Context: an optimization exercise on an open-source flow, tuned for a short achievable clock period and few clock cycles per item. The choices shown serve that exercise and are no tape-out recipe. No run shown here included a check of the RTL's function; only the layout flow was run. Power is estimated from default activity; no workload was simulated.

**flow/run.sh**
```bash
#!/bin/bash
# synth_recipe.tcl (not shown) runs the flow's synth.tcl, then flattens the netlist and writes it again
# the make line also repeats each setting of config.mk as NAME=value (left out here)
make -C /OpenROAD-flow-scripts/flow DESIGN_CONFIG=/design/flow/config.mk WORK_HOME=/design/flow/orfs CLKGATE_MAP_FILE= SYNTH_SCRIPT=/design/flow/synth_recipe.tcl finish
```
**flow/constraint.sdc**
```tcl
create_clock -name core_clock -period 7.0 [get_ports {clk}]
set_input_delay 1.4000 -clock core_clock [delete_from_list [all_inputs] [get_ports {clk}]]
set_output_delay 1.4000 -clock core_clock [all_outputs]
set_load 0.01 [all_outputs]
```
**flow/design.v**
```verilog
module remimo_core (
    input  wire        clk,
    input  wire        rst,         
    output wire        mem_req,
    output wire        mem_we,
    output wire [15:0] mem_addr,
    output wire [15:0] mem_wdata,
    input  wire        mem_ready,
    input  wire [15:0] mem_rdata,
    output wire        halted,
    output wire [1:0]  cause,       
    output wire [15:0] pc,
    output wire [15:0] r0,
    output wire [15:0] r1,
    output wire [15:0] r2,
    output wire [15:0] r3,
    output wire [3:0]  flags        
);
    localparam CAUSE_PC  = 2'd1;
    localparam CAUSE_OP  = 2'd2;
    localparam CAUSE_EA  = 2'd3;
    reg        halt_q;
    reg [1:0]  cause_q;
    reg [15:0] pc_q;                
    reg [15:0] fpc;                 
    reg        req_q, we_q;         
    reg [15:0] addr_q;
    reg        lk_hit;
    reg [15:0] lk_tgt;
    reg        irv;                 
    reg        ir_pcf;              
    reg [15:0] ir;
    reg [15:0] epc;                 
    reg [15:0] epc1;                
    reg [15:0] ir_tgt;              
    reg [15:0] opa;                 
    reg [15:0] opb;                 
    reg [15:0] opx;                 
    reg [15:0] opm;                 
    reg        cin;                 
    reg        c_and, c_or, c_ar, c_sub, c_sh, c_mov, c_mem, c_st;
    reg        c_b, c_bc, c_bad, c_fl;
    reg [3:0]  c_we;                
    reg        dph;
    reg        dst;
    reg [3:0]  dwe;                 
    reg [15:0] ea;
    reg [15:0] wd;
    reg [15:0] x0, x1, x2, x3;
    reg        fc, fn, fv, fz;
    localparam BTB_N = 8;
    reg [BTB_N-1:0] bt_v;
    reg [15:0]      bt_tag [0:BTB_N-1];
    reg [15:0]      bt_tgt [0:BTB_N-1];
    function automatic cond_true(input [3:0] c, input f_c, input f_n, input f_v, input f_z);
        case (c)
            4'd0:  cond_true = f_z;
            4'd1:  cond_true = ~f_z;
            4'd2:  cond_true = f_c;
            4'd3:  cond_true = ~f_c;
            4'd4:  cond_true = f_n;
            4'd5:  cond_true = ~f_n;
            4'd6:  cond_true = f_v;
            4'd7:  cond_true = ~f_v;
            4'd8:  cond_true = f_c & ~f_z;
            4'd9:  cond_true = ~f_c | f_z;
            4'd10: cond_true = (f_n == f_v);
            4'd11: cond_true = (f_n != f_v);
            4'd12: cond_true = ~f_z & (f_n == f_v);
            4'd13: cond_true = f_z | (f_n != f_v);
            4'd14: cond_true = 1'b0;
            default: cond_true = 1'b1;
        endcase
    endfunction
    function automatic [16:0] kadd16(input [15:0] a, input [15:0] b, input ci);
        reg [15:0] p, g, gg, pp, ng, np;
        integer i, d;
        begin
            p  = a ^ b;
            g  = a & b;
            gg = g;
            gg[0] = g[0] | (p[0] & ci);
            pp = p;
            for (d = 1; d < 16; d = d * 2) begin
                ng = gg;
                np = pp;
                for (i = d; i < 16; i = i + 1) begin
                    ng[i] = gg[i] | (pp[i] & gg[i-d]);
                    np[i] = pp[i] & pp[i-d];
                end
                gg = ng;
                pp = np;
            end
            kadd16 = {gg[15], p ^ {gg[14:0], ci}};
        end
    endfunction
    function automatic [16:0] kinc16(input [15:0] a);
        reg [15:0] pp, np;
        integer i, d;
        begin
            pp = a;
            for (d = 1; d < 16; d = d * 2) begin
                np = pp;
                for (i = d; i < 16; i = i + 1)
                    np[i] = pp[i] & pp[i-d];
                pp = np;
            end
            kinc16 = {pp[15], a ^ {pp[14:0], 1'b1}};
        end
    endfunction
    wire ex    = irv & ~dph & ~halt_q;
    wire ex_ok = ex & ~ir_pcf;
    wire [16:0] sum17 = kadd16(opa, opx, cin);
    wire        ar_c  = sum17[16] ^ c_sub;
    wire        ar_v  = (opa[15] == opx[15]) & ((opa[15] != sum17[15]) ^ c_sub);
    wire [3:0] sh_amt = ir[3:0];
    reg [15:0] sh_val;
    always @(*) begin
        if (sh_amt == 4'd0)
            sh_val = opb;
        else if (!ir[6])
            sh_val = opb << sh_amt;
        else if (!ir[5])
            sh_val = opb >> sh_amt;
        else
            sh_val = $unsigned($signed(opb) >>> sh_amt);
        if (ir[7])
            sh_val = ~sh_val;
    end
    wire [15:0] res_o = ({16{c_and}} & (opa & opb))
                      | ({16{c_or}}  & (opa | opb))
                      | ({16{c_sh}}  & sh_val)
                      | ({16{c_mov}} & opm);
    wire [15:0] res   = c_ar ? sum17[15:0] : res_o;
    wire [15:0] z_p    = opa ^ opx;
    wire [15:0] z_k    = opa | opx;
    wire        z_ar   = (z_p == {z_k[14:0], cin});
    wire        z_fast = c_ar ? z_ar : (res_o == 16'd0);
    wire [3:0] ex_we = c_we & {4{ex_ok}};
    wire       ex_fl = c_fl & ex_ok;
    wire        ex_tk    = c_b | (c_bc & cond_true(ir[11:8], fc, fn, fv, fz));
    wire        nx_t     = (ir_tgt == fpc);
    wire        nx_s     = (epc1 == fpc);
    wire        redirect = ex_ok & (ex_tk ? ~nx_t : ~nx_s);
    wire [15:0] redir_pc = ex_tk ? ir_tgt : epc1;
    wire        ex_mem = ex_ok & c_mem;
    wire [16:0] ea17   = kadd16(opb, {8'd0, ir[7:0]}, 1'b0);
    wire f_pc = ex & ir_pcf;
    wire f_op = ex_ok & c_bad;
    wire f_ea = ex_mem & ea17[16];
    wire ex_fault = f_pc | f_op | f_ea;
    assign mem_req   = req_q;
    assign mem_we    = we_q;
    assign mem_addr  = addr_q;
    assign mem_wdata = wd;
    wire dp_hit = dst & irv & ~ir_pcf & (ea == epc);
    wire [15:0] w     = dph ? (dp_hit ? wd : ir) : mem_rdata;
    wire [16:0] fpc1c = kinc16(fpc);
    wire [15:0] fpc1  = fpc1c[15:0];
    wire [3:0]  wop   = w[15:12];
    wire [1:0]  wd_r  = w[11:10];
    wire [1:0]  ws_r  = w[9:8];
    wire        wimm  = (wd_r == ws_r);
    wire        w_alu = (wop[3:2] == 2'b00);
    wire        w_ar  = (wop[3:1] == 3'b001);
    wire        w_sub = (wop == 4'd3);
    wire        w_bc  = (wop == 4'd9);
    reg [15:0] xa, xb;
    always @(*) begin
        case (wd_r)
            2'd0: xa = x0;
            2'd1: xa = x1;
            2'd2: xa = x2;
            default: xa = x3;
        endcase
        case (ws_r)
            2'd0: xb = x0;
            2'd1: xb = x1;
            2'd2: xb = x2;
            default: xb = x3;
        endcase
    end
    wire        fa_ld = dph & dwe[wd_r];
    wire        fb_ld = dph & dwe[ws_r];
    wire        fa_ex = ex_we[wd_r];
    wire        fb_ex = ex_we[ws_r];
    wire        immb  = w_alu & wimm;
    wire [15:0] opa_e = fa_ld ? mem_rdata : (fa_ex ? res_o : xa);
    wire        opa_s = fa_ex & c_ar;
    wire [15:0] opa_n = opa_s ? sum17[15:0] : opa_e;
    wire [15:0] opb_e = immb ? {9'd0, w[6:0]} : fb_ld ? mem_rdata : (fb_ex ? res_o : xb);
    wire        opb_s = ~immb & fb_ex & c_ar;
    wire [15:0] opb_n = opb_s ? sum17[15:0] : opb_e;
    wire [15:0] opx_n = opb_s ? (sum17[15:0] ^ {16{w_sub}}) : (opb_e ^ {16{w_sub}});
    wire [15:0] w_mr  = w[8] ? {w[7:0], 8'd0} : {8'd0, w[7:0]};
    wire [15:0] w_m   = w[9] ? ~w_mr : w_mr;
    wire        w_wr  = (w_alu & (wimm | ~w[4])) | (wop == 4'd6) | (wop == 4'd7);
    wire [3:0]  w_we  = {4{w_wr}} & (4'b0001 << wd_r);
    wire        w_cin = w_ar & ~wimm & w[5];
    wire        cin_n = (w_cin & ex_fl) ? (w_sub ^ (c_ar & ar_c))
                                        : (w_sub ^ (w_cin & fc));
    wire [15:0] tb      = dph ? epc1 : fpc1;
    wire [16:0] t_lo16  = kadd16({8'd0, tb[7:0]}, {8'd0, w[7:0]}, 1'b0);
    wire [16:0] t_hip16 = kadd16({8'd0, tb[15:8]}, 16'd1, 1'b0);
    wire [16:0] t_him16 = kadd16({8'd0, tb[15:8]}, 16'hffff, 1'b0);
    wire [7:0]  t_hi    = (t_lo16[8] == w[7]) ? tb[15:8] : (t_lo16[8] ? t_hip16[7:0] : t_him16[7:0]);
    wire [15:0] w_tgt   = w_bc ? {t_hi, t_lo16[7:0]} : {4'd0, w[11:0]};
    wire [15:0] r      = mem_rdata;
    wire        r_b    = (r[15:12] == 4'd8);
    wire        r_bc   = (r[15:12] == 4'd9);
    wire        r_eqne = (r[11:9] == 3'd0);
    wire        r_know = ~ex_fl | r_eqne | (r[11:9] == 3'd7);
    wire        r_cond = ~ex_fl ? cond_true(r[11:8], fc, fn, fv, fz)
                       : r_eqne ? (z_fast ^ r[8]) : r[8];
    wire        r_btb  = r_bc & lk_hit & (~r_know | r_cond);
    wire if_run  = ~dph & ~halt_q;
    wire if_ok   = if_run & (fpc[15] | mem_ready);
    wire if_keep = if_ok & ~redirect & ~ex_fault;
    wire if_halt = if_keep & ~ex_mem & (fpc[15] | (r[15:12] > 4'd9));
    wire        f_go   = ~dph & ~redirect & if_ok;
    wire        f_seq  = f_go & ~r_b & ~r_btb;
    wire        f_hold = dph ? ~dp_hit : (~redirect & ~if_ok);
    wire [15:0] fpc_e  = dph ? (dp_hit ? epc1 : fpc) : (redirect ? redir_pc : (if_ok ? fpc1 : fpc));
    wire [15:0] fpc_n  = (f_go & r_b) ? {4'd0, r[11:0]} : (f_go & r_btb) ? lk_tgt : fpc_e;
    wire [2:0]  bl_i   = fpc1[2:0];
    wire        bl_hit = bt_v[bl_i] & (bt_tag[bl_i] == fpc1);
    wire dph_n  = (ex_mem & ~f_ea) | (dph & ~mem_ready);
    wire halt_n = ex_fault | if_halt;
    wire [3:0] ld_we = dwe & {4{dph & mem_ready}};
    always @(posedge clk) begin
        if (rst) begin
            x0 <= 16'd0;
            x1 <= 16'd0;
            x2 <= 16'd0;
            x3 <= 16'd0;
        end else begin
            if (ex_we[0]) x0 <= res; else if (ld_we[0]) x0 <= mem_rdata;
            if (ex_we[1]) x1 <= res; else if (ld_we[1]) x1 <= mem_rdata;
            if (ex_we[2]) x2 <= res; else if (ld_we[2]) x2 <= mem_rdata;
            if (ex_we[3]) x3 <= res; else if (ld_we[3]) x3 <= mem_rdata;
        end
    end
    always @(posedge clk) begin
        if (rst) begin
            fc <= 1'b0;
            fn <= 1'b0;
            fv <= 1'b0;
            fz <= 1'b0;
        end else if (ex_fl) begin
            fc <= c_ar & ar_c;
            fn <= res[15];
            fv <= c_ar & ar_v;
            fz <= z_fast;
        end
    end
    always @(posedge clk) begin
        if (rst)
            bt_v <= {BTB_N{1'b0}};
        else if (ex_ok && c_bc)
            bt_v[epc[2:0]] <= ex_tk;
    end
    always @(posedge clk) begin
        if (ex_ok && c_bc) begin
            bt_tag[epc[2:0]] <= epc;
            bt_tgt[epc[2:0]] <= ir_tgt;
        end
    end
    always @(posedge clk) begin
        ir     <= w;
        ir_tgt <= w_tgt;
        opa    <= opa_n;
        opb    <= opb_n;
        opx    <= opx_n;
        opm    <= w_m;
        cin    <= cin_n;
        c_and  <= (wop == 4'd0);
        c_or   <= (wop == 4'd1);
        c_ar   <= w_ar;
        c_sub  <= w_sub;
        c_sh   <= (wop == 4'd6);
        c_mov  <= (wop == 4'd7);
        c_mem  <= (wop[3:1] == 3'b010);
        c_st   <= (wop == 4'd5);
        c_b    <= (wop == 4'd8);
        c_bc   <= w_bc;
        c_bad  <= (wop > 4'd9);
        c_fl   <= w_alu & w[7];
        c_we   <= w_we;
    end
    always @(posedge clk) begin
        if (rst) begin
            halt_q  <= 1'b0;
            cause_q <= 2'd0;
            pc_q    <= 16'd0;
            fpc     <= 16'd0;
            lk_hit  <= 1'b0;
            lk_tgt  <= 16'd0;
            req_q   <= 1'b1;
            we_q    <= 1'b0;
            addr_q  <= 16'd0;
            irv     <= 1'b0;
            ir_pcf  <= 1'b0;
            epc     <= 16'd0;
            epc1    <= 16'd0;
            dph     <= 1'b0;
            dst     <= 1'b0;
            dwe     <= 4'd0;
            ea      <= 16'd0;
            wd      <= 16'd0;
        end else if (!halt_q) begin
            fpc    <= fpc_n;
            dph    <= dph_n;
            halt_q <= halt_n;
            req_q  <= ~halt_n & (dph_n | ~fpc_n[15]);
            we_q   <= ~halt_n & dph_n & (dph ? dst : c_st);
            addr_q <= dph_n ? (dph ? ea : ea17[15:0]) : fpc_n;
            if (f_seq) begin
                lk_hit <= bl_hit;
                lk_tgt <= bt_tgt[bl_i];
            end else if (!f_hold) begin
                lk_hit <= 1'b0;
            end
            if (!dph) begin
                if (ex & (ir_pcf | c_bad | c_mem)) begin
                    cause_q <= ir_pcf ? CAUSE_PC : c_bad ? CAUSE_OP : CAUSE_EA;
                    pc_q    <= epc;
                end else begin
                    cause_q <= fpc[15] ? CAUSE_PC : CAUSE_OP;
                    pc_q    <= fpc;
                end
                if (ex_mem) begin
                    dst <= c_st;
                    dwe <= {4{~c_st}} & (4'b0001 << ir[11:10]);
                    ea  <= ea17[15:0];
                    wd  <= opa;
                end
                irv    <= if_keep;
                ir_pcf <= fpc[15];
                epc    <= fpc;
                epc1   <= fpc1;
            end
        end
    end
    assign halted = halt_q;
    assign cause  = cause_q;
    assign pc     = pc_q;
    assign r0     = x0;
    assign r1     = x1;
    assign r2     = x2;
    assign r3     = x3;
    assign flags  = {fc, fn, fv, fz};
endmodule
```
**flow/config.mk**
```make
export PLATFORM = sky130hd
export DESIGN_NAME = remimo_core
export DESIGN_NICKNAME = remimo_core
export VERILOG_FILES = /design/flow/design.v
export SDC_FILE = /design/flow/constraint.sdc
export NUM_CORES = 4
export LEC_CHECK = 0
export CAP_MARGIN = 20
export CORE_MARGIN = 2
export CORE_UTILIZATION = 40
export SETUP_SLACK_MARGIN = 5.0
export SLEW_MARGIN = 20
```
==> notes.md, run 1 <==
Max Transition Viols Final 0; I/O pin count 140; cts bufs inserted 66; CTS root buffer clkbuf_16; critical path startpoint category flip-flop; met2 WL 62600 um; CTS Buffer Depth 3; Detailed Route Iter0 Violations 3684; worst path bufs/invs 2; required time of the critical path 7.48 ns; vias in the first global route 28000; RSZ-0062 raised after global routing true; CTS tree yes; setup tns final 0 ns; Worst EP arrival 5.22 ns; unique cell type count in the Yosys netlist 89; synth-to-layout area growth 45.7%; initial antenna violation count 2; Commonest cells post-synth nand2_1 (331), dfxtp_1 (330), nor2_1 (302), edfxtp_1 (256), clkbuf_1 (197); die area 80200 um^2; layout cells sized above 1 44.6%; Hold WC Path Type reg2reg; worst path cell trace nand2_1 > nor4_1 > nand4_1 > nor3_1 > a21oi_1 > o21ai_1 > o31ai_4 > buf_6 > buf_4 > or3_1 > a21oi_2 > a2111oi_1; min Tclk post-route 4.74 ns; core box area 77300 um^2; number of routed nets with antenna violations 0; FF-to-FF Start c_ar; max layer used met4; Slew headroom 21.2%; htree depth 3; chip height 283 um; pin count of the biggest net entering global routing 99; Yosys top cell area share 24.6%; top-count cell post-synth nand2_1; leakage power 16.9 nW; Mapped Cells 3061; Top FF cell, synth dfxtp_1; DIE WIDTH 283 um; Mean Syn Cell Area 10.2 um^2; final instance area 45500 um^2; crit path capture type flip-flop; outcome timing/DRC/antenna clean; final wirelength 140000 um; measured slew at the worst slew-check pin 1.18 ns; # setup viols final 0; GR Overflow Total 0; critical path class reg2reg; Synth Net Count 3137; first-pass GRT wire length 192000 um; clock latency on the worst-skew pair 0.63 ns; Sink Count 586; mean routed wirelength per cell 30.0 um; Initial Util 40.3%; dominant cells by area after synthesis edfxtp_1 (25%), dfxtp_1 (21%), mux4_2 (8.6%), mux2i_1 (4.4%), nand2_1 (4.0%); post-synthesis sequential area ratio 45.8%; Hold Startpoint bt_v[5]; synthesized cell area 31200 um^2; Worst-path clk slew 0.06 ns; Worst R2R Setup Slack 2.26 ns; Avg Vias per Cell 6.34; Final Net Count 3655; met1 wire length 51500 um; #FFs+latches synth 586; EDFF count, synth 256; worst vdd ir 0.000171 V; Crit path max-delay family simple AND/OR/NAND/NOR gates; crit-path max FO 18; final hold viol count 0; slowest CP cell dfxtp_2; Synth async-reset ratio 0%; Final HPWL DP 82200 um; DR WL met3 14400 um; total number of vias 29600; f_max 211 MHz; PwrDens 239 nW/um^2; MaxCap Viol Count 0; Critical Path Max Stage Delay 0.85 ns; Tcrit/Tclk final 67.7%; Final Util 58.8%; drt pass-1 iters 9; CP Launch Point c_ar; row cnt 102; Yosys Warn Count 1; final RePlAce weighted congestion 1.04; All-Layer GR Usage 32.2%; final routed DRC violation total 0; post-synth top area cell edfxtp_1; Worst Skew 0.0353 ns; port buffer count 139; placed cell areas 34200 um^2
==> power by group <==
part | switching (mW) | total [mW] | leakage, nW | internal, mW
Sequential | 0.367 | 4.13 | 5.19 | 3.76
Clock | 1.51 | 3.57 | 1.06 | 2.06
Combinational | 1.72 | 3.18 | 10.6 | 1.45
Total | 3.60 | 10.9 | 16.9 | 7.27
==> flip-flops by register name (all words and copies together), names as in the netlist, 2 cells and up <==
| register | count |
|---|---|
| opx | 16 |
| opa | 16 |
| x2 | 16 |
| opm | 16 |
| epc | 16 |
| c_we | 4 |
| bt_tag | 128 |
| cause_q | 2 |
| x0 | 16 |
| fpc | 16 |
| addr_q | 16 |
| epc1 | 16 |
| pc_q | 16 |
| lk_tgt | 16 |
| ea | 16 |
| x3 | 16 |
| opb | 16 |
| bt_tgt | 128 |
| x1 | 16 |
| ir | 16 |
| wd | 16 |
| ir_tgt | 16 |
| bt_v | 8 |
| dwe | 4 |
==> routing by layer <==
layer | vias to the layer above | GRT usage [%]
li1 | 12300 | -
met1 | 14600 | 41.0
met2 | 2039 | 50.7
met3 | 594 | 6.51
met4 | 0 | 18.8
met5 | - | 0
==> path summary, 6_finish.rpt <==
path                  end  depth (start not counted)
setup / recovery   fpc[4]                         12
hold / removal    bt_v[5]                          2
setup reg to reg   fpc[4]                         12
hold reg to reg   bt_v[5]                          2
==> repair_timing <==
action                                   CTS  global route
gates resized for setup                 1315           345
cloned                                    36            19
setup buffers                            315           127
endpoints found under the setup margin   691           684
hold buffers                               0             0
pin swaps                                155           161
==> logic make-up (layout without fill, tap and decap cells) <==
logic type,count (synthesis),after routing,synth area share (%)
compound gates,695,700,14.8
xor+xnor,179,179,5.09
fa+ha+maj,57,57,2.38
buf+inv,346,898,4.44
flops,586,586,45.8
mux,299,299,14.6
other cells,0,1,0
simple gates,899,908,12.9
==> cells in the final DEF (no fill, tap or decap), types with 69 or more instances in the layout <==
cell type	synthesis	final
buf_4	6	318
nand2_1	331	287
edfxtp_1	256	256
nor2_1	302	237
buf_6	7	217
dfxtp_1	330	153
a21oi_1	171	122
mux4_2	119	119
mux2i_1	136	114
xnor2_1	116	94
dfxtp_4	0	92
dfxtp_2	0	85
clkbuf_16	0	81
a211oi_1	121	74
inv_1	93	69
==> worst register-to-register path: stages, from the launching register on <==
cell and delay [ns]:
dfxtp_2 0.85, nand2_1 0.40, nor4_1 0.59, nand4_1 0.49
nor3_1 0.30, a21oi_1 0.09, o21ai_1 0.70, o31ai_4 0.16
buf_6 0.19, buf_4 0.14, or3_1 0.42, a21oi_2 0.20
a2111oi_1 0.07
==> stage by stage <==
| step | hold WS [ns] | power [mW] | setup WS (ns) | instances |
|---|---|---|---|---|
| floorplan | 0.433 | 5.72 | 2.87 | 3061 |
| global placement | 0.445 | 6.51 | 1.19 | 4054 |
| detailed placement | 0.448 | 6.54 | 1.04 | 4054 |
| CTS | 0.456 | 10.5 | 2.43 | 4521 |
| global route | 0.487 | 11.2 | 2.31 | 4667 |
| finish | 0.458 | 10.9 | 2.26 | 4668 |
==> cell type report <==
class / count / area [um^2]
flip-flops and latches: 586 / 14700
clock inverters: 32 / 409
diodes: 1 / 2.50
inverters: 95 / 425
repair inverters: 1 / 20.0
well taps: 1040 / 1300
clock buffers: 84 / 1790
multi-input cells: 2143 / 18900
fillers: 6227 / 31900
repair buffers: 686 / 7840
==> inputs of run 2 (changes only) <==
--- a/flow/design.v
+++ b/flow/design.v
@@ -137,3 +137,4 @@
     wire        z_ar   = (z_p == {z_k[14:0], cin});
-    wire        z_fast = c_ar ? z_ar : (res_o == 16'd0);
+    wire        z_fast = c_ar ? z_ar : c_and ? ~|(opa & opb) : ~|(opa | opb);
+    wire        n_res  = c_ar ? sum17[15] : c_and ? (opa[15] & opb[15]) : (opa[15] | opb[15]);
     wire [3:0] ex_we = c_we & {4{ex_ok}};
@@ -250,3 +251,3 @@
             fc <= c_ar & ar_c;
-            fn <= res[15];
+            fn <= n_res;
             fv <= c_ar & ar_v;
==> run 2 against run 1 <==
Net effect: synthesized cell count up 5.5%; register-to-register slack better by 0.48 ns; sequential power about the same; die area up 2.1%; worst hold slack better by 0.014 ns; fmax up 11%; clock power up 3%; routed wire length up 13%; non-clock buffer count up 103; critical endpoint is now opa[5]; largest cell class unchanged.
==> notes.md, run 2 <==
Yosys Warn Count 1 (unchanged); min Tclk post-route 4.26 ns (-0.482 ns); Mean Syn Cell Area 9.86 um^2 (-3.2%); port buffer count 139 (unchanged); worst path cell trace xnor2_4 > nand4_1 > buf_4 > or4_4 > buf_12 > buf_4 > buf_6 > buf_6 > o221ai_4 > buf_6 > buf_12 > buf_12 > mux2_4 > o211ai_1 > o211ai_1 > o211ai_1 > o21ai_1; cts bufs inserted 66 (unchanged); Top FF cell, synth dfxtp_1; mean routed wirelength per cell 32.1 um (+7.1%); clock network fraction of total power 32.2% (-0.6 points); Final HPWL DP 87600 um (+6.6%); worst vdd ir 0.000149 V (-13%); MaxCap Viol Count 0 (unchanged); Max Transition Viols Final 0 (unchanged); die area 81900 um^2 (+2.1%); All-Layer GR Usage 34.9% (+2.8 points); Hold Path Depth 2 (unchanged); Comb power frac 31.4% (+2.2 points); final hold viol count 0 (unchanged); pin count of the biggest net entering global routing 93 (-6.1%); final routed DRC violation total 0 (unchanged); final RePlAce weighted congestion 1.02 (-2.0%); total power 11.4 mW (+4.6%); CTS root buffer clkbuf_16; Commonest cells post-synth nand2_1 (367), dfxtp_1 (330), nor2_1 (276), edfxtp_1 (256), a21oi_1 (202); measured slew at the worst slew-check pin 1.07 ns (-0.116 ns); Avg Vias per Cell 6.54 (+3.1%); post-synthesis sequential area ratio 44.9% (-0.94 points); post-synth top area cell edfxtp_1; dominant cells by area after synthesis edfxtp_1 (24%), dfxtp_1 (21%), mux4_2 (5.4%), mux2i_1 (5.4%), nand2_1 (4.3%); vias in the first global route 29600 (+5.8%); Critical Path Max Stage Delay 0.74 ns (-0.11 ns); Worst EP arrival 4.73 ns (-0.49 ns); number of routed nets with antenna violations 0 (unchanged); Tcrit/Tclk final 60.8% (-6.9 points); #FFs+latches synth 586 (unchanged); layout cells sized above 1 49.6% (+5.0 points); total number of vias 32200 (+8.9%); Hold WC Path Type reg2reg; critical path startpoint category flip-flop; chip height 286 um (+1.0%); Mapped Cells 3229 (+5.5%); required time of the critical path 7.48 ns (about the same); initial antenna violation count 5 (+3); Slew headroom 26.9% (+5.7 points); placed cell areas 35000 um^2 (+2.3%); DIE WIDTH 286 um (+1.0%); FF-to-FF Start ea[7]; sw power 3.84 mW (+6.5%); sequential share of power 36.4% (-1.6 points); most frequent cells in the layout buf_4 (388), nand2_1 (311), edfxtp_1 (256); PwrDens 234 nW/um^2 (-2.3%); # setup viols final 0 (unchanged); fill count 5956 (-4.4%); top-count cell post-synth nand2_1; Yosys top cell area share 24.1% (-0.51 points); Sink Count 586 (unchanged); Worst R2R Setup Slack 2.74 ns (+0.48 ns); drt pass-1 iters 7 (-2); synth-to-layout area growth 52.8%; f_max 235 MHz (+11%); outcome timing/DRC/antenna clean; Worst Skew 0.0246 ns (-0.0108 ns); Hold Path Sink bt_v[1]; clock latency on the worst-skew pair 0.63 ns (about the same); CTS tree yes; sw frac 33.8% (+0.62 points); cell count of the worst reg-to-reg path 17 (+5); row cnt 103 (+0.98%); I/O pin count 140 (unchanged); CTS Buffer Depth 3 (unchanged); internal power 7.53 mW (+3.6%); first-pass GRT wire length 209000 um (+8.8%); synthesized cell area 31800 um^2 (+2.1%); Final Net Count 3900 (+6.7%); Hold Startpoint bt_v[1]; htree depth 3 (unchanged); RSZ-0062 raised after global routing true; unique cell type count in the Yosys netlist 95 (+6.7%); commonest non-fill, non-tap cell in the layout buf_4; critical path class reg2reg; Synth Net Count 3305 (+5.4%); crit-path max FO 6 (-12); cts hold-fix bufs 0 (unchanged); EDFF count, synth 256 (unchanged); Detailed Route Iter0 Violations 4841 (+31%); Initial Util 40.4% (+0.045 points); final wirelength 158000 um (+13%); slowest CP cell o211ai_1; reg2reg end opa[5]; Worst-path clk slew 0.06 ns (about the same); Synth async-reset ratio 0% (unchanged); core box area 78900 um^2 (+2.0%); leakage power 18.0 nW (+6.6%); final instance area 48700 um^2 (+7.0%); setup tns final 0 ns (unchanged); GR Overflow Total 0 (unchanged); crit path capture type flip-flop
[run 2: cell types whose count changed after synthesis, sizes merged, moves of 12 or more]
cell	change
mux4	-42
buf	+29
mux2i	+38
a211oi	-17
nand4	+12
o21ai	-26
xnor2	+20
nand2	+37
a22oi	+35
a21oi	+32
nor2	-25
[run 2: how the worst max path moves through the flow]
stage | startpoint | to | slack (ns) | cells after the start
after floorplan | epc[15] | ir_tgt[11] | 3.06 | 20
after global placement | mem_rdata[10] | fpc[9] | 1.86 | 9
after detailed placement | mem_rdata[10] | lk_tgt[15] | 1.86 | 10
after CTS | epc[15] | ir_tgt[12] | 3.06 | 21
after global routing | ea[7] | opa[5] | 2.78 | 17
final | ea[7] | opa[5] | 2.74 | 17
[run 2: area by class of cell]
class / count / area (um^2) / area share (%)
diodes: 3 / 7.51 / 0.0154
clock buffers: 85 / 1790 / 3.69
clock inverters: 33 / 432 / 0.887
inverters: 98 / 474 / 0.974
multi-input cells: 2282 / 20900 / 43.0
flip-flops and latches: 586 / 14900 / 30.6
well taps: 1050 / 1310 / 2.70
repair buffers: 789 / 8800 / 18.1
repair inverters: 1 / 20.0 / 0.0411
[run 2: power groups by stage]
stage	combinational, mW	clock [mW]	sequential [mW]
floorplan	1.82	0	3.96
global placement	2.32	0	4.23
detailed placement	2.34	0	4.23
CTS	3.07	3.66	4.11
global route	3.70	3.80	4.14
finish	3.57	3.66	4.14
[run 2: cells by family after synthesis]
| kind of cell | synth area share [%] |
|---|---|
| AOI/OAI and AO/OA | 16.5 |
| xor gates and xnor gates | 5.33 |
| adders and majority gates | 2.36 |
| buffers and inverters | 4.78 |
| DFF | 44.9 |
| muxes | 12.7 |
| and+or+nand+nor | 13.5 |
[run 2: metrics by stage]
stage                     utilization, %  hold WS (ns)  std cells  worst slack (ns)
after global routing                61.7         0.492       4925              2.78
after global placement              44.4         0.444       4188              1.86
after floorplan                        -         0.431       3229              3.06
after detailed placement            44.4         0.461       4189              1.86
after CTS                           56.5         0.468       4701              3.06
final                               61.7         0.472       4927              2.74
[run 2: timing repair]
action	4_1_cts	5_1_grt
pin swaps	189	207
gates cloned	37	23
resized for setup	1531	455
endpoints found under the setup margin	706	671
buffers inserted	357	200
[run 2: worst max-delay path, delay by kind of cell (launching register included)]
family	cells	cell delay, ns
buffers and inverters	8	1.05
multiplexers	1	0.29
flip-flops	1	0.45
AO/OA/AOI/OAI	5	1.40
XOR/XNOR	1	0.15
AND/OR/NAND/NOR	2	0.72
[run 2: per-layer routing]
layer  vias to the layer above  global-route usage (%)  part of all wire (%)
li1                      13100                       -                     -
met1                     15800                    44.2                    36
met4                         2                    23.6                   9.6
met3                       787                    7.58                    11
met5                         -                       0                0.0057
met2                      2481                    53.7                    43
==> inputs of run 3 (changes only) <==
--- a/flow/config.mk
+++ b/flow/config.mk
@@ -12 +12,2 @@
 export SLEW_MARGIN = 20
+export TNS_END_PERCENT = 0
==> run 3 against run 2 <==
Net effect: still clean; clock skew up 0.035 ns; sequential share of layout area is 7.9 points higher; first-iteration DRC count fell by 27%; global-route usage fell by 6.3 points; largest cell class unchanged.
==> notes.md, run 3 <==
outcome timing/DRC/antenna clean; critical path class reg2reg; crit-path max FO 15 (+9); Worst-path clk slew 0.06 ns (about the same); dominant cells by area after synthesis edfxtp_1 (24%), dfxtp_1 (21%), mux4_2 (5.4%), mux2i_1 (5.4%), nand2_1 (4.3%); chip height 286 um (unchanged); DIE WIDTH 286 um (unchanged); I/O pin count 140 (unchanged); measured slew at the worst slew-check pin 1.09 ns (+0.0267 ns); multiplexer area fraction after synthesis 12.7% (unchanged); Hold Path Sink bt_v[1]; placed cell areas 34100 um^2 (-2.6%); # setup viols final 0 (unchanged); cell count of the worst reg-to-reg path 11 (-6); Hold Startpoint bt_v[1]; top-count cell post-synth nand2_1; reg2reg end opx[10]; Synth async-reset ratio 0% (unchanged); Min Hold Slack 0.464 ns (-0.00740 ns); min Tclk post-route 4.05 ns (-0.206 ns); Avg Vias per Cell 6.21 (-5.1%); port buffer count 139 (unchanged); crit path capture type flip-flop; number of routed nets with antenna violations 0 (unchanged); Compound-Gate Fraction of Synth Area 16.5% (unchanged); Hold Path Depth 2 (unchanged); All-Layer GR Usage 28.7% (-6.3 points); Mapped Cells 3229 (unchanged); mean routed wirelength per cell 27.3 um (-15%); htree depth 3 (unchanged); Max Transition Viols Final 0 (unchanged); post-synth top area cell edfxtp_1; Initial Util 40.4% (unchanged); Final HPWL DP 81400 um (-7.1%); pin count of the biggest net entering global routing 78 (-16%); cts hold-fix bufs 0 (unchanged); post-synthesis adder-cell area fraction 2.36% (unchanged); largest family of logic cells by synthesized area compound AO/OA/AOI/OAI gates; Yosys Warn Count 1 (unchanged); setup tns final 0 ns (unchanged); Worst R2R Setup Slack 2.95 ns (+0.21 ns); Final Net Count 3346 (-14%); CTS tree yes; Non-Filler Instances 4379 (-11%); Synth Net Count 3305 (unchanged); initial antenna violation count 4 (-1); fill count 7301 (+23%); PwrDens 273 nW/um^2 (+17%); GR Overflow Total 0 (unchanged); cts bufs inserted 67 (+1.5%); commonest non-fill, non-tap cell in the layout nand2_1; Simple-Gate Fraction of Synth Area 13.5% (unchanged); first-pass GRT wire length 175000 um (-16%); Commonest cells post-synth nand2_1 (367), dfxtp_1 (330), nor2_1 (276), edfxtp_1 (256), a21oi_1 (202); required time of the critical path 7.50 ns (+0.02 ns); XOR/XNOR Fraction of Synth Area 5.33% (unchanged); synthesized cell area 31800 um^2 (unchanged); Yosys top cell area share 24.1% (unchanged); FF-to-FF Start epc[15]; final routed DRC violation total 0 (unchanged); synth-to-layout area growth 17.3%; Worst Skew 0.0591 ns (+0.0345 ns); clock latency on the worst-skew pair 0.64 ns (about the same); drt pass-1 iters 6 (-1); #FFs+latches synth 586 (unchanged); Hold WC Path Type reg2reg; Detailed Route Iter0 Violations 3527 (-27%); Tcrit/Tclk final 57.9% (-2.9 points); CTS root buffer clkbuf_16; RSZ-0062 raised after global routing true; Slew headroom 27.1% (+0.15 points); total number of vias 27200 (-16%); final instance area 37400 um^2 (-23%); post-synthesis sequential area ratio 44.9% (unchanged); vias in the first global route 25800 (-13%); Sink Count 586 (unchanged); final RePlAce weighted congestion 0.973 (-4.7%); die area 81900 um^2 (unchanged); MaxCap Viol Count 0 (unchanged); EDFF count, synth 256 (unchanged); worst vdd ir 0.000171 V (+15%); f_max 247 MHz (+5.1%); CTS Buffer Depth 3 (unchanged); Worst EP arrival 4.56 ns (-0.17 ns); most frequent cells in the layout nand2_1 (361), dfxtp_1 (294), nor2_1 (272); critical path startpoint category flip-flop; row cnt 103 (unchanged); Top FF cell, synth dfxtp_1; core box area 78900 um^2 (unchanged); cell count after placement 4198 (+0.21%); leakage power 13.2 nW (-27%); Final Util 47.4% (-14 points); Mean Syn Cell Area 9.86 um^2 (unchanged); layout cells sized above 1 15.3% (-34 points); final hold viol count 0 (unchanged); final wirelength 120000 um (-24%); unique cell type count in the Yosys netlist 95 (unchanged)
run 3: how the worst max path moves through the flow:
stage                  start         end  slack (ns)
2_1_floorplan        epc[15]  ir_tgt[11]        3.05
3_3_place_gp   mem_rdata[10]      fpc[7]        2.07
3_5_place_dp   mem_rdata[10]   addr_q[6]        1.96
4_1_cts               epc[0]  ir_tgt[12]        3.08
5_1_grt              epc[15]  ir_tgt[15]        2.81
6_report             epc[15]     opx[10]        2.95
run 3: report_power, final:
part | total, mW | internal (mW) | switching (mW)
Clock | 3.68 | 2.12 | 1.55
Combinational | 2.40 | 1.01 | 1.39
Sequential | 4.12 | 3.75 | 0.366
Total | 10.2 | 6.89 | 3.31
run 3: stage by stage:
step	power (mW)	setup WS, ns
2_1_floorplan	5.60	3.05
3_3_place_gp	6.39	2.07
3_5_place_dp	6.40	1.96
4_1_cts	10.2	3.08
5_1_grt	10.5	2.81
6_report	10.2	2.95
run 3: per-layer routing:
layer	routed length, um	share of wire, %	GRT usage [%]
met1	47600	40	38.6
met5	0	0	0
met3	12400	10	5.49
met4	7210	6.0	15.2
met2	52400	44	43.6
run 3: kinds of logic after synthesis:
kind of cell | count (synthesis)
xor gates and xnor gates | 192
muxes | 301
adders and majority gates | 58
buffers and inverters | 379
AOI/OAI and AO/OA | 767
and+or+nand+nor | 946
DFF | 586
run 3: timing repair:
item	4_1_cts	5_1_grt
pin swaps	20	12
buffers inserted	41	10
gates cloned	1	0
setup endpoints to repair	702	701
gates resized for setup	100	32
run 3: final cells by class:
| class | count | area (um^2) | area share [%] |
|---|---|---|---|
| flip-flops and latches | 586 | 14400 | 38.5 |
| clock inverters | 38 | 485 | 1.30 |
| diodes | 4 | 10.0 | 0.0268 |
| well taps | 1050 | 1310 | 3.52 |
| repair buffers | 252 | 2330 | 6.23 |
| inverters | 98 | 377 | 1.01 |
| clock buffers | 86 | 1840 | 4.92 |
| repair inverters | 1 | 5.00 | 0.0134 |
| multi-input cells | 2264 | 16600 | 44.5 |
run 3: critical path, stage by stage, from the launching register on:
cell,delay (ns)
dfxtp_4,0.36
and4bb_2,0.35
nand4_4,0.17
nor4_4,0.42
buf_4,0.18
buf_4,0.26
mux2i_1,0.42
a22o_1,0.77
nor2_2,0.22
a32oi_1,0.44
a221oi_2,0.17
xnor2_1,0.16
==> inputs of run 4 (changes only) <==
--- a/flow/design.v
+++ b/flow/design.v
@@ -34,3 +34,2 @@
     reg [15:0] epc1;                
-    reg [15:0] ir_tgt;              
     reg [15:0] opa;                 
@@ -44,2 +43,3 @@
     reg        dph;
+    reg        ld_a, ld_b;          
     reg        dst;
@@ -96,2 +96,10 @@
     endfunction
+    function automatic eqk16(input [15:0] a, input [15:0] b, input [15:0] k);
+        reg [15:0] t, c;
+        begin
+            t = a ^ b ^ k;
+            c = (a & b) | ((a | b) & ~k);
+            eqk16 = (t == {c[14:0], 1'b0});
+        end
+    endfunction
     function automatic [16:0] kinc16(input [15:0] a);
@@ -142,6 +150,10 @@
     wire        ex_tk    = c_b | (c_bc & cond_true(ir[11:8], fc, fn, fv, fz));
-    wire        nx_t     = (ir_tgt == fpc);
+    wire [15:0] ex_off   = {{8{ir[7]}}, ir[7:0]};
+    wire [16:0] ex_bt    = kadd16(epc1, ex_off, 1'b0);
+    wire [15:0] ex_tgt   = c_bc ? ex_bt[15:0] : {4'd0, ir[11:0]};
+    wire        nx_t     = c_bc ? eqk16(epc1, ex_off, fpc) : ({4'd0, ir[11:0]} == fpc);
     wire        nx_s     = (epc1 == fpc);
-    wire        redirect = ex_ok & (ex_tk ? ~nx_t : ~nx_s);
-    wire [15:0] redir_pc = ex_tk ? ir_tgt : epc1;
+    wire        st_hit   = ex_ok & c_mem & c_st & eqk16(opb, {8'd0, ir[7:0]}, fpc);
+    wire        redirect = (ex_ok & (ex_tk ? ~nx_t : ~nx_s)) | st_hit;
+    wire [15:0] redir_pc = st_hit ? fpc : ex_tk ? ex_tgt : epc1;
     wire        ex_mem = ex_ok & c_mem;
@@ -156,4 +168,3 @@
     assign mem_wdata = wd;
-    wire dp_hit = dst & irv & ~ir_pcf & (ea == epc);
-    wire [15:0] w     = dph ? (dp_hit ? wd : ir) : mem_rdata;
+    wire [15:0] w     = mem_rdata;
     wire [16:0] fpc1c = kinc16(fpc);
@@ -183,4 +194,2 @@
     end
-    wire        fa_ld = dph & dwe[wd_r];
-    wire        fb_ld = dph & dwe[ws_r];
     wire        fa_ex = ex_we[wd_r];
@@ -188,6 +197,6 @@
     wire        immb  = w_alu & wimm;
-    wire [15:0] opa_e = fa_ld ? mem_rdata : (fa_ex ? res_o : xa);
+    wire [15:0] opa_e = fa_ex ? res_o : xa;
     wire        opa_s = fa_ex & c_ar;
     wire [15:0] opa_n = opa_s ? sum17[15:0] : opa_e;
-    wire [15:0] opb_e = immb ? {9'd0, w[6:0]} : fb_ld ? mem_rdata : (fb_ex ? res_o : xb);
+    wire [15:0] opb_e = immb ? {9'd0, w[6:0]} : (fb_ex ? res_o : xb);
     wire        opb_s = ~immb & fb_ex & c_ar;
@@ -202,8 +211,2 @@
                                         : (w_sub ^ (w_cin & fc));
-    wire [15:0] tb      = dph ? epc1 : fpc1;
-    wire [16:0] t_lo16  = kadd16({8'd0, tb[7:0]}, {8'd0, w[7:0]}, 1'b0);
-    wire [16:0] t_hip16 = kadd16({8'd0, tb[15:8]}, 16'd1, 1'b0);
-    wire [16:0] t_him16 = kadd16({8'd0, tb[15:8]}, 16'hffff, 1'b0);
-    wire [7:0]  t_hi    = (t_lo16[8] == w[7]) ? tb[15:8] : (t_lo16[8] ? t_hip16[7:0] : t_him16[7:0]);
-    wire [15:0] w_tgt   = w_bc ? {t_hi, t_lo16[7:0]} : {4'd0, w[11:0]};
     wire [15:0] r      = mem_rdata;
@@ -222,4 +225,4 @@
     wire        f_seq  = f_go & ~r_b & ~r_btb;
-    wire        f_hold = dph ? ~dp_hit : (~redirect & ~if_ok);
-    wire [15:0] fpc_e  = dph ? (dp_hit ? epc1 : fpc) : (redirect ? redir_pc : (if_ok ? fpc1 : fpc));
+    wire        f_hold = dph | (~redirect & ~if_ok);
+    wire [15:0] fpc_e  = dph ? fpc : (redirect ? redir_pc : (if_ok ? fpc1 : fpc));
     wire [15:0] fpc_n  = (f_go & r_b) ? {4'd0, r[11:0]} : (f_go & r_btb) ? lk_tgt : fpc_e;
@@ -265,11 +268,23 @@
             bt_tag[epc[2:0]] <= epc;
-            bt_tgt[epc[2:0]] <= ir_tgt;
+            bt_tgt[epc[2:0]] <= ex_bt[15:0];
         end
     end
+    wire ld_done = dph & mem_ready & ~dst;
     always @(posedge clk) begin
+        if (dph) begin
+            if (ld_done & ld_a)
+                opa <= mem_rdata;
+            if (ld_done & ld_b) begin
+                opb <= mem_rdata;
+                opx <= mem_rdata ^ {16{c_sub}};
+            end
+        end else begin
+            opa <= opa_n;
+            opb <= opb_n;
+            opx <= opx_n;
+        end
+    end
+    always @(posedge clk) begin
+        if (!dph) begin
         ir     <= w;
-        ir_tgt <= w_tgt;
-        opa    <= opa_n;
-        opb    <= opb_n;
-        opx    <= opx_n;
         opm    <= w_m;
@@ -289,2 +304,3 @@
         c_we   <= w_we;
+        end
     end
@@ -306,2 +322,4 @@
             dph     <= 1'b0;
+            ld_a    <= 1'b0;
+            ld_b    <= 1'b0;
             dst     <= 1'b0;
@@ -315,4 +333,4 @@
             req_q  <= ~halt_n & (dph_n | ~fpc_n[15]);
-            we_q   <= ~halt_n & dph_n & (dph ? dst : c_st);
-            addr_q <= dph_n ? (dph ? ea : ea17[15:0]) : fpc_n;
+            we_q   <= dph ? (dst & ~mem_ready) : (ex_mem & c_st);
+            addr_q <= (ex_mem | (dph & ~mem_ready)) ? (dph ? ea : ea17[15:0]) : fpc_n;
             if (f_seq) begin
@@ -332,2 +350,4 @@
                 if (ex_mem) begin
+                    ld_a <= ~c_st & (wd_r == ir[11:10]);
+                    ld_b <= ~c_st & ~immb & (ws_r == ir[11:10]);
                     dst <= c_st;
--- a/flow/config.mk
+++ b/flow/config.mk
@@ -12,2 +12 @@
 export SLEW_MARGIN = 20
-export TNS_END_PERCENT = 0
==> run 4 against run 3 <==
Net effect: critical path type unchanged; die area is 0.71% higher; clock power is 14% lower; flip-flop and latch count is 18 lower; largest power group is now combinational cells; fmax is 11% higher; global-route usage is 2.1 points higher; synthesized cell count is 7.0% lower; clock-buffer cell count is 2 higher; register-to-register slack better by 0.41 ns.
==> notes.md, run 4 <==
critical path class reg2reg; CTS root buffer clkbuf_16; unique cell type count in the Yosys netlist 92 (-3.2%); outcome timing/DRC/antenna clean; required time of the critical path 7.56 ns (+0.06 ns); Sink Count 568 (-3.1%); Synth Net Count 3138 (-5.1%); slowest CP cell fa_1; Detailed Route Iter0 Violations 3675 (+4.2%); MaxCap Viol Count 0 (unchanged); critical path startpoint category flip-flop; Worst EP arrival 4.21 ns (-0.35 ns); antenna fix cells 0 (-4); total number of vias 29100 (+7.0%); EDFF count, synth 349 (+36%); sw power 4.57 mW (+38%); Worst-path clk slew 0.07 ns (about the same); setup tns final 0 ns (unchanged); Hold Path Depth 2 (unchanged); cts bufs inserted 60 (-10%); internal power 8.00 mW (+16%); leakage power 17.2 nW (+30%); mean routed wirelength per cell 28.3 um (+3.6%); PwrDens 272 nW/um^2 (-0.22%); Mean Syn Cell Area 10.7 um^2 (+8.3%); initial antenna violation count 3 (-1); Synth async-reset ratio 0% (unchanged); Min Hold Slack 0.459 ns (-0.00575 ns); Slew headroom 35.3% (+8.2 points); crit-path max FO 15 (unchanged); RSZ-0062 raised after global routing true; Tcrit/Tclk final 52.0% (-5.8 points); placed cell areas 35100 um^2 (+3.0%); CTS tree yes; synth-to-layout area growth 43.8%; # setup viols final 0 (unchanged); sequential share of power 34.6% (-5.8 points); most frequent cells in the layout buf_4 (357), edfxtp_1 (349), nand2_1 (266); Worst Skew 0.0367 ns (-0.0224 ns); final hold viol count 0 (unchanged); row cnt 103 (unchanged); synthesized cell area 32100 um^2 (+0.72%); dominant cells by area after synthesis edfxtp_1 (33%), dfxtp_1 (14%), mux4_2 (8.4%), mux2i_1 (3.7%), ha_1 (3.4%); htree depth 2 (-1); worst vdd ir 0.000247 V (+44%); min Tclk post-route 3.64 ns (-0.408 ns); sw frac 36.4% (+3.9 points); core box area 79100 um^2 (+0.33%); drt pass-1 iters 6 (unchanged); top-count cell post-synth edfxtp_1; clock latency on the worst-skew pair 0.66 ns (+0.02 ns); CTS Buffer Depth 3 (unchanged); cts hold-fix bufs 0 (unchanged); Initial Util 40.5% (+0.16 points); f_max 274 MHz (+11%); Final Net Count 3681 (+10%); die area 82500 um^2 (+0.71%); first-pass GRT wire length 190000 um (+8.5%); worst path cell trace inv_1 > fa_1 > xnor2_1 > nor4_1 > nand4_1 > or4_4 > o211ai_1 > buf_4 > nand2_4 > nor4b_4 > buf_4 > buf_12 > nor2_1 > a211oi_2; vias in the first global route 28200 (+9.2%); layout cells sized above 1 44.6% (+29 points); #FFs+latches synth 568 (-3.1%); Yosys Warn Count 1 (unchanged); Commonest cells post-synth edfxtp_1 (349), nand2_1 (293), nor2_1 (282), dfxtp_1 (219), clkbuf_1 (186); Critical Path Max Stage Delay 0.50 ns (-0.27 ns); Comb power frac 40.1% (+17 points); Avg Vias per Cell 6.26 (+0.86%); Max Transition Viols Final 0 (unchanged); number of routed nets with antenna violations 0 (unchanged); Mapped Cells 3004 (-7.0%); final instance area 46100 um^2 (+23%); post-synthesis sequential area ratio 46.3% (+1.5 points); final routed DRC violation total 0 (unchanged); Final HPWL DP 78300 um (-3.8%); commonest non-fill, non-tap cell in the layout buf_4; All-Layer GR Usage 30.8% (+2.1 points); fill count 6260 (-14%); measured slew at the worst slew-check pin 0.969 ns (-0.123 ns); Critical Path Most Common Cell buf_4; Hold WC Path Type reg2reg; pin count of the biggest net entering global routing 81 (+3.8%); cell count of the worst reg-to-reg path 14 (+3); crit path capture type flip-flop; post-synth top area cell edfxtp_1; DIE WIDTH 287 um (+0.36%); final wirelength 131000 um (+9.9%); Top FF cell, synth edfxtp_1; final RePlAce weighted congestion 0.965 (-0.79%); Yosys top cell area share 32.7% (+8.5 points); clock network fraction of total power 25.3% (-11 points); I/O pin count 140 (unchanged); port buffer count 139 (unchanged); chip height 287 um (+0.36%); GR Overflow Total 0 (unchanged)
-- run 4: cell types whose count changed after synthesis, sizes merged, moves of 22 or more --
cell	previous run	this run
dfxtp	330	219
edfxtp	256	349
nand2	368	294
mux2i	174	120
mux4	77	119
ha	53	88
a21oi	203	169
o211ai	50	17
xor2	55	85
a22oi	41	15
fa	4	27
buf	82	60
xnor2	137	115
-- run 4: path summary, 6_finish.rpt --
kind | startpoint | to | slack, ns
max | fpc[12] | lk_tgt[7] | 3.36
min | wd[10] | wd[10] | 0.46
max reg2reg | fpc[12] | lk_tgt[7] | 3.36
min reg2reg | wd[10] | wd[10] | 0.46
-- run 4: what timing repair did --
action                                  in CTS  in global routing
endpoints found under the hold margin        0                  0
resized for setup                         1432                262
gates cloned                                29                  3
setup buffers                              407                 98
pin swaps                                  182                163
endpoints found under the setup margin     904                848
-- run 4: final cells by class --
cell class | instances | area [um^2] | share of cell area (%)
multi-input cells | 2090 | 19400 | 42.1
flip-flops and latches | 568 | 15200 | 33.0
repair buffers | 718 | 7690 | 16.7
clock buffers | 88 | 1690 | 3.66
well taps | 1050 | 1310 | 2.85
inverters | 108 | 539 | 1.17
clock inverters | 24 | 229 | 0.496
repair inverters | 1 | 8.76 | 0.0190
-- run 4: layer usage --
layer	GRT usage [%]	share of wire, %	vias to the layer above
met5	0	0.011	-
met4	11.9	4.8	2
met3	8.34	12	452
met2	45.8	44	1950
met1	42.7	40	14500
li1	-	-	12200
-- run 4: cells by family after synthesis --
logic type	after synthesis	share of synthesized area, %
mux	273	13.3
fa+ha+maj	116	5.15
xor+xnor	200	5.46
simple gates	843	11.9
buf+inv	354	4.36
flops	568	46.3
compound gates	650	13.5
-- run 4: critical path: cells and delay by family, from the launching register on --
| family | cells | cell delay (ns) |
|---|---|---|
| AND/OR/NAND/NOR | 6 | 1.23 |
| buffers and inverters | 4 | 0.77 |
| adder cells (fa/ha/maj) | 1 | 0.50 |
| flip-flops | 1 | 0.48 |
| AO/OA/AOI/OAI | 2 | 0.42 |
| XOR/XNOR | 1 | 0.14 |
-- run 4: power groups by stage --
stage / Sequential [mW] / Clock, mW / Combinational (mW)
final: 4.35 / 3.18 / 5.04
after global routing: 4.37 / 3.33 / 5.30
after CTS: 4.32 / 3.19 / 4.62
after detailed placement: 4.51 / 0 / 3.53
after global placement: 4.51 / 0 / 3.48
after floorplan: 4.19 / 0 / 2.66
-- run 4: stage by stage --
stage               setup slack, ns  cells  power [mW]  util, %
CTS                            3.42   4546        12.1     55.9
global route                   3.27   4647        13.0     58.3
finish                         3.36   4647        12.6     58.3
detailed placement             1.77   3998        8.04     44.4
floorplan                      3.08   3004        6.85        -
global placement               1.88   3998        7.99     44.4
==> inputs of run 5 (changes only) <==
--- a/flow/design.v
+++ b/flow/design.v
@@ -54,2 +54,8 @@
     reg [15:0]      bt_tgt [0:BTB_N-1];
+    localparam IC_N = 16;
+    reg [IC_N-1:0]  ic_v;
+    reg [15:0]      ic_tag [0:IC_N-1];
+    reg [15:0]      ic_dat [0:IC_N-1];
+    reg             ic_hit;
+    reg [15:0]      ic_word;
     function automatic cond_true(input [3:0] c, input f_c, input f_n, input f_v, input f_z);
@@ -118,3 +124,4 @@
     endfunction
-    wire ex    = irv & ~dph & ~halt_q;
+    wire ex_dp = mem_ready & ~ld_a & ~ld_b;
+    wire ex    = irv & ~halt_q & (~dph | ex_dp);
     wire ex_ok = ex & ~ir_pcf;
@@ -168,3 +175,3 @@
     assign mem_wdata = wd;
-    wire [15:0] w     = mem_rdata;
+    wire [15:0] w     = dph ? ic_word : mem_rdata;
     wire [16:0] fpc1c = kinc16(fpc);
@@ -196,7 +203,9 @@
     wire        fb_ex = ex_we[ws_r];
+    wire        fa_ld = dph & ~dst & dwe[wd_r];
+    wire        fb_ld = dph & ~dst & dwe[ws_r];
     wire        immb  = w_alu & wimm;
-    wire [15:0] opa_e = fa_ex ? res_o : xa;
+    wire [15:0] opa_e = fa_ex ? res_o : (fa_ld ? mem_rdata : xa);
     wire        opa_s = fa_ex & c_ar;
     wire [15:0] opa_n = opa_s ? sum17[15:0] : opa_e;
-    wire [15:0] opb_e = immb ? {9'd0, w[6:0]} : (fb_ex ? res_o : xb);
+    wire [15:0] opb_e = immb ? {9'd0, w[6:0]} : (fb_ex ? res_o : (fb_ld ? mem_rdata : xb));
     wire        opb_s = ~immb & fb_ex & c_ar;
@@ -211,3 +220,3 @@
                                         : (w_sub ^ (w_cin & fc));
-    wire [15:0] r      = mem_rdata;
+    wire [15:0] r      = w;
     wire        r_b    = (r[15:12] == 4'd8);
@@ -219,10 +228,11 @@
     wire        r_btb  = r_bc & lk_hit & (~r_know | r_cond);
-    wire if_run  = ~dph & ~halt_q;
-    wire if_ok   = if_run & (fpc[15] | mem_ready);
+    wire ic_ok   = ic_hit & ~(dst & (ea == fpc));
+    wire ic_use  = dph & mem_ready & ic_ok & (~irv | (~ld_a & ~ld_b));
+    wire if_ok   = ~halt_q & (dph ? ic_use : (fpc[15] | mem_ready));
     wire if_keep = if_ok & ~redirect & ~ex_fault;
     wire if_halt = if_keep & ~ex_mem & (fpc[15] | (r[15:12] > 4'd9));
-    wire        f_go   = ~dph & ~redirect & if_ok;
+    wire        f_go   = ~redirect & if_ok;
     wire        f_seq  = f_go & ~r_b & ~r_btb;
-    wire        f_hold = dph | (~redirect & ~if_ok);
-    wire [15:0] fpc_e  = dph ? fpc : (redirect ? redir_pc : (if_ok ? fpc1 : fpc));
+    wire        f_hold = ~redirect & ~if_ok;
+    wire [15:0] fpc_e  = redirect ? redir_pc : (if_ok ? fpc1 : fpc);
     wire [15:0] fpc_n  = (f_go & r_b) ? {4'd0, r[11:0]} : (f_go & r_btb) ? lk_tgt : fpc_e;
@@ -230,2 +240,5 @@
     wire        bl_hit = bt_v[bl_i] & (bt_tag[bl_i] == fpc1);
+    wire        st_now = dph & dst & mem_ready;
+    wire [3:0]  il_i   = fpc1[3:0];
+    wire        il_hit = ic_v[il_i] & (ic_tag[il_i] == fpc1) & ~(st_now & (ea == fpc1));
     wire dph_n  = (ex_mem & ~f_ea) | (dph & ~mem_ready);
@@ -271,5 +284,21 @@
     end
+    wire ic_fill = ~dph & ~halt_q & mem_ready & ~fpc[15];
+    always @(posedge clk) begin
+        if (rst)
+            ic_v <= {IC_N{1'b0}};
+        else if (ic_fill)
+            ic_v[fpc[3:0]] <= 1'b1;
+    end
+    always @(posedge clk) begin
+        if (ic_fill) begin
+            ic_tag[fpc[3:0]] <= fpc;
+            ic_dat[fpc[3:0]] <= mem_rdata;
+        end else if (st_now && ic_tag[ea[3:0]] == ea) begin
+            ic_dat[ea[3:0]] <= wd;
+        end
+    end
     wire ld_done = dph & mem_ready & ~dst;
+    wire cap = ~dph | ic_use;
     always @(posedge clk) begin
-        if (dph) begin
+        if (!cap) begin
             if (ld_done & ld_a)
@@ -287,3 +316,3 @@
     always @(posedge clk) begin
-        if (!dph) begin
+        if (cap) begin
         ir     <= w;
@@ -314,2 +343,4 @@
             lk_tgt  <= 16'd0;
+            ic_hit  <= 1'b0;
+            ic_word <= 16'd0;
             req_q   <= 1'b1;
@@ -333,11 +364,16 @@
             req_q  <= ~halt_n & (dph_n | ~fpc_n[15]);
-            we_q   <= dph ? (dst & ~mem_ready) : (ex_mem & c_st);
-            addr_q <= (ex_mem | (dph & ~mem_ready)) ? (dph ? ea : ea17[15:0]) : fpc_n;
+            we_q   <= (dph & ~mem_ready) ? dst : (ex_mem & c_st);
+            addr_q <= (dph & ~mem_ready) ? ea : ex_mem ? ea17[15:0] : fpc_n;
             if (f_seq) begin
-                lk_hit <= bl_hit;
-                lk_tgt <= bt_tgt[bl_i];
+                lk_hit  <= bl_hit;
+                lk_tgt  <= bt_tgt[bl_i];
+                ic_hit  <= il_hit;
+                ic_word <= ic_dat[il_i];
             end else if (!f_hold) begin
                 lk_hit <= 1'b0;
+                ic_hit <= 1'b0;
+            end else if (st_now && ea == fpc) begin
+                ic_hit <= 1'b0;
             end
-            if (!dph) begin
+            begin
                 if (ex & (ir_pcf | c_bad | c_mem)) begin
@@ -357,6 +393,10 @@
                 end
-                irv    <= if_keep;
-                ir_pcf <= fpc[15];
-                epc    <= fpc;
-                epc1   <= fpc1;
+                if (cap | ex) begin
+                    irv    <= if_keep;
+                end
+                if (cap) begin
+                    ir_pcf <= fpc[15];
+                    epc    <= fpc;
+                    epc1   <= fpc1;
+                end
             end
==> run 5 against run 4 <==
Net effect: synthesized area is 77% higher; worst hold slack better by 0.014 ns; core utilization is 0.56 points higher; final cell count is 59% higher; critical path depth is 1 higher; sequential share of layout area is 4.8 points higher; setup slack worse by 0.42 ns; final area is 80% higher; critical endpoint is now ic_dat[0][11]; largest cell class is now flip-flops and latches.
==> notes.md, run 5 <==
leakage power 29.6 nW (+72%); row cnt 138 (+34%); clock latency on the worst-skew pair 0.77 ns (+0.11 ns); sequential share of power 29.2% (-5.4 points); chip height 380 um (+32%); cts hold-fix bufs 0 (unchanged); Comb power frac 50.2% (+10 points); measured slew at the worst slew-check pin 1.05 ns (+0.0766 ns); DIE WIDTH 380 um (+32%); GR Overflow Total 0 (unchanged); Final Net Count 5539 (+50%); unique cell type count in the Yosys netlist 100 (+8.7%); Sink Count 1117 (+97%); placed cell areas 61900 um^2 (+76%); cts bufs inserted 113 (+88%); All-Layer GR Usage 31.4% (+0.65 points); Worst EP arrival 4.53 ns (+0.32 ns); layout cells sized above 1 48.8% (+4.2 points); first-pass GRT wire length 330000 um (+74%); internal power 19.2 mW (+140%); Yosys Warn Count 1 (unchanged); cell count of the worst reg-to-reg path 15 (+1); final RePlAce weighted congestion 0.956 (-0.98%); dominant cells by area after synthesis edfxtp_1 (46%), mux4_2 (13%), dfxtp_1 (9.0%), nand2_1 (2.7%), xnor2_1 (2.6%); critical path startpoint category flip-flop; max layer used met5; clock network fraction of total power 20.6% (-4.7 points); die area 145000 um^2 (+75%); DR WL met3 32300 um (+110%); PwrDens 379 nW/um^2 (+39%); #FFs+latches synth 1117 (+97%); # setup viols final 0 (unchanged); EDFF count, synth 861 (+150%); Top FF cell, synth edfxtp_1; CTS root buffer clkbuf_16; Detailed Route Iter0 Violations 7459 (+100%); commonest non-fill, non-tap cell in the layout edfxtp_1; mean routed wirelength per cell 32.7 um (+16%); Worst Skew 0.0487 ns (+0.0120 ns); Commonest cells post-synth edfxtp_1 (861), nand2_1 (415), nor2_1 (342), mux4_2 (316), dfxtp_1 (256); Final Util 58.9% (+0.56 points); sw frac 38.9% (+2.5 points); reg2reg end ic_dat[0][11]; Hold WC Path Type reg2reg; final hold viol count 0 (unchanged); worst vdd ir 0.000279 V (+13%); Hold Startpoint pc_q[0]; htree depth 3 (+1); post-synthesis sequential area ratio 54.7% (+8.4 points); final wirelength 242000 um (+84%); port buffer count 139 (unchanged); required time of the critical path 7.47 ns (-0.09 ns); Mapped Cells 4453 (+48%); outcome timing/DRC/antenna clean; sw power 12.2 mW (+170%); critical path class reg2reg; RSZ-0062 raised after global routing true; most frequent cells in the layout edfxtp_1 (861), buf_4 (469), buf_6 (362); CTS tree yes; crit-path max FO 8 (-7); I/O pin count 140 (unchanged); MaxCap Viol Count 0 (unchanged); Yosys top cell area share 45.6% (+13 points); setup tns final 0 ns (unchanged); synth-to-layout area growth 46.6%; fill count 10400 (+66%); initial antenna violation count 6 (+3); total number of vias 47700 (+64%); Max Transition Viols Final 0 (unchanged); f_max 246 MHz (-10%); pin count of the biggest net entering global routing 118 (+46%); number of routed nets with antenna violations 0 (unchanged); min Tclk post-route 4.07 ns (+0.425 ns); top-count cell post-synth edfxtp_1; Synth async-reset ratio 0% (unchanged); Worst-path clk slew 0.06 ns (about the same); synthesized cell area 56600 um^2 (+77%); Tcrit/Tclk final 58.1% (+6.1 points); Synth Net Count 4592 (+46%); final routed DRC violation total 0 (unchanged); final instance area 83100 um^2 (+80%); core box area 141000 um^2 (+78%); crit path to ic_dat[0][11]; Mean Syn Cell Area 12.7 um^2 (+19%); CTS Buffer Depth 3 (unchanged); Worst R2R Setup Slack 2.93 ns (-0.42 ns); Slew headroom 30.3% (-5.0 points); Final HPWL DP 129000 um (+65%); met1 wire length 91300 um (+75%); Avg Vias per Cell 6.45 (+3.0%); vias in the first global route 44300 (+57%); met2 WL 104000 um (+82%); Initial Util 40.2% (-0.39 points); post-synth top area cell edfxtp_1; crit path capture type flip-flop; drt pass-1 iters 7 (+1)
[run 5: changes by cell type after synthesis, moves of 45 or more]
cell,change
nand2_1,+122
a21oi_1,+45
clkbuf_1,+63
nor2_1,+60
xnor2_1,+56
edfxtp_1,+512
mux4_2,+197
and3_1,+62
[run 5: how the worst min path moves through the flow]
stage,to,slack [ns],cells past startpoint
after global routing,pc_q[0],0.49,2
after global placement,cause_q[0],0.44,2
final,pc_q[0],0.47,2
after detailed placement,cause_q[0],0.45,2
after CTS,cause_q[0],0.46,2
after floorplan,ic_v[2],0.43,2
[run 5: logic make-up (layout without fill, tap and decap cells)]
group           after synthesis  count (layout)  share of synthesized area, %
mux                         460             478                          15.2
simple gates               1182            1192                          9.61
compound gates              826             827                          9.94
flops                      1117            1117                          54.7
xor+xnor                    263             263                          4.07
buf+inv                     484            1502                          3.45
other cells                   0               5                             0
fa+ha+maj                   121             121                          3.03
[run 5: through the flow]
stage	hold WS, ns	worst slack [ns]	cells	power (mW)
final	0.473	2.93	7395	31.5
after global routing	0.495	2.88	7390	32.2
after CTS	0.461	3.04	7193	29.4
after detailed placement	0.447	1.18	6261	19.1
after global placement	0.443	1.27	6258	19.0
after floorplan	0.429	2.95	4453	15.8
[run 5: repair_timing]
action                     4_1_cts  5_1_grt
setup buffers                  618      174
cloned                          99       23
hold endpoints to repair         0        0
setup endpoints to repair     1705     1688
gates resized for setup       1890      513
pin swaps                      265      234
[run 5: worst max-delay path, cell delays in order, from the launching register on]
cell	delay [ns]
dfxtp_4	0.38
buf_12	0.16
buf_8	0.13
buf_16	0.14
mux4_2	0.52
mux4_2	0.52
xnor2_1	0.15
nand4_1	0.09
nor2_1	0.09
nand4_1	0.10
or4_4	0.56
buf_16	0.20
buf_6	0.12
o32ai_4	0.24
buf_12	0.16
clkbuf_16	0.17
[run 5: power by group through the flow]
stage          clock, mW  combinational, mW  sequential (mW)
5_1_grt             6.78               16.2             9.19
3_5_place_dp           0               9.66             9.41
2_1_floorplan          0               6.97             8.85
6_report            6.48               15.8             9.17
3_3_place_gp           0               9.63             9.41
4_1_cts             6.51               13.9             9.06
[run 5: cell type report]
class | instances | area [um^2] | area share [%]
flip-flops and latches | 1117 | 31400 | 37.9
repair buffers | 1157 | 14600 | 17.5
inverters | 127 | 633 | 0.762
repair inverters | 3 | 31.3 | 0.0377
multi-input cells | 2881 | 30000 | 36.1
well taps | 1890 | 2360 | 2.85
diodes | 5 | 12.5 | 0.0151
clock inverters | 69 | 873 | 1.05
clock buffers | 146 | 3120 | 3.75
[run 5: layer usage]
| layer | vias to the layer above | track usage (%) |
|---|---|---|
| li1 | 19000 | - |
| met1 | 24100 | 43.6 |
| met2 | 3697 | 46.5 |
| met3 | 898 | 8.99 |
| met4 | 8 | 12.5 |
| met5 | - | 0 |

==> static timing again, ports no longer ideal <==
The results above use ideal ports. As a check the final layouts listed here were re-extracted and re-timed, cells and wires unchanged.
Step 1, drivers: a clkbuf_16 drives clk and a buf_2 each remaining input, both assumed.
Step 2 times the ports against the registers' clock, not the clock port: input delays grow and output delays shrink by t, the midpoint of the rising clock arrivals with the driver on.
Three values: ideal, step 1, step 2; two values: the first two.
| run | shift t [ns] | setup WS [ns] | worst register clock-pin slew, ns | worst data-port slew with drivers (ns) |
|---|---|---|---|---|
| run 1 | 0.679 | 2.260 / 2.260 / 1.882 | 0.07 / 0.07 | 0.06 |
| run 2 | 0.693 | 2.742 / 2.742 / 2.402 | 0.07 / 0.07 | 0.09 |
| run 3 | 0.679 | 2.948 / 2.948 / 2.271 | 0.07 / 0.07 | 0.10 |
| run 4 | 0.708 | 3.357 / 3.357 / 2.847 | 0.08 / 0.08 | 0.08 |
| run 5 | 0.836 | 2.932 / 2.932 / 2.324 | 0.07 / 0.07 | 0.22 |
After both steps setup and hold are still met in every run listed. For run 3, which loses most, drivers alone change the setup slack by 0.000 ns; drivers and shift together by -0.677 ns.
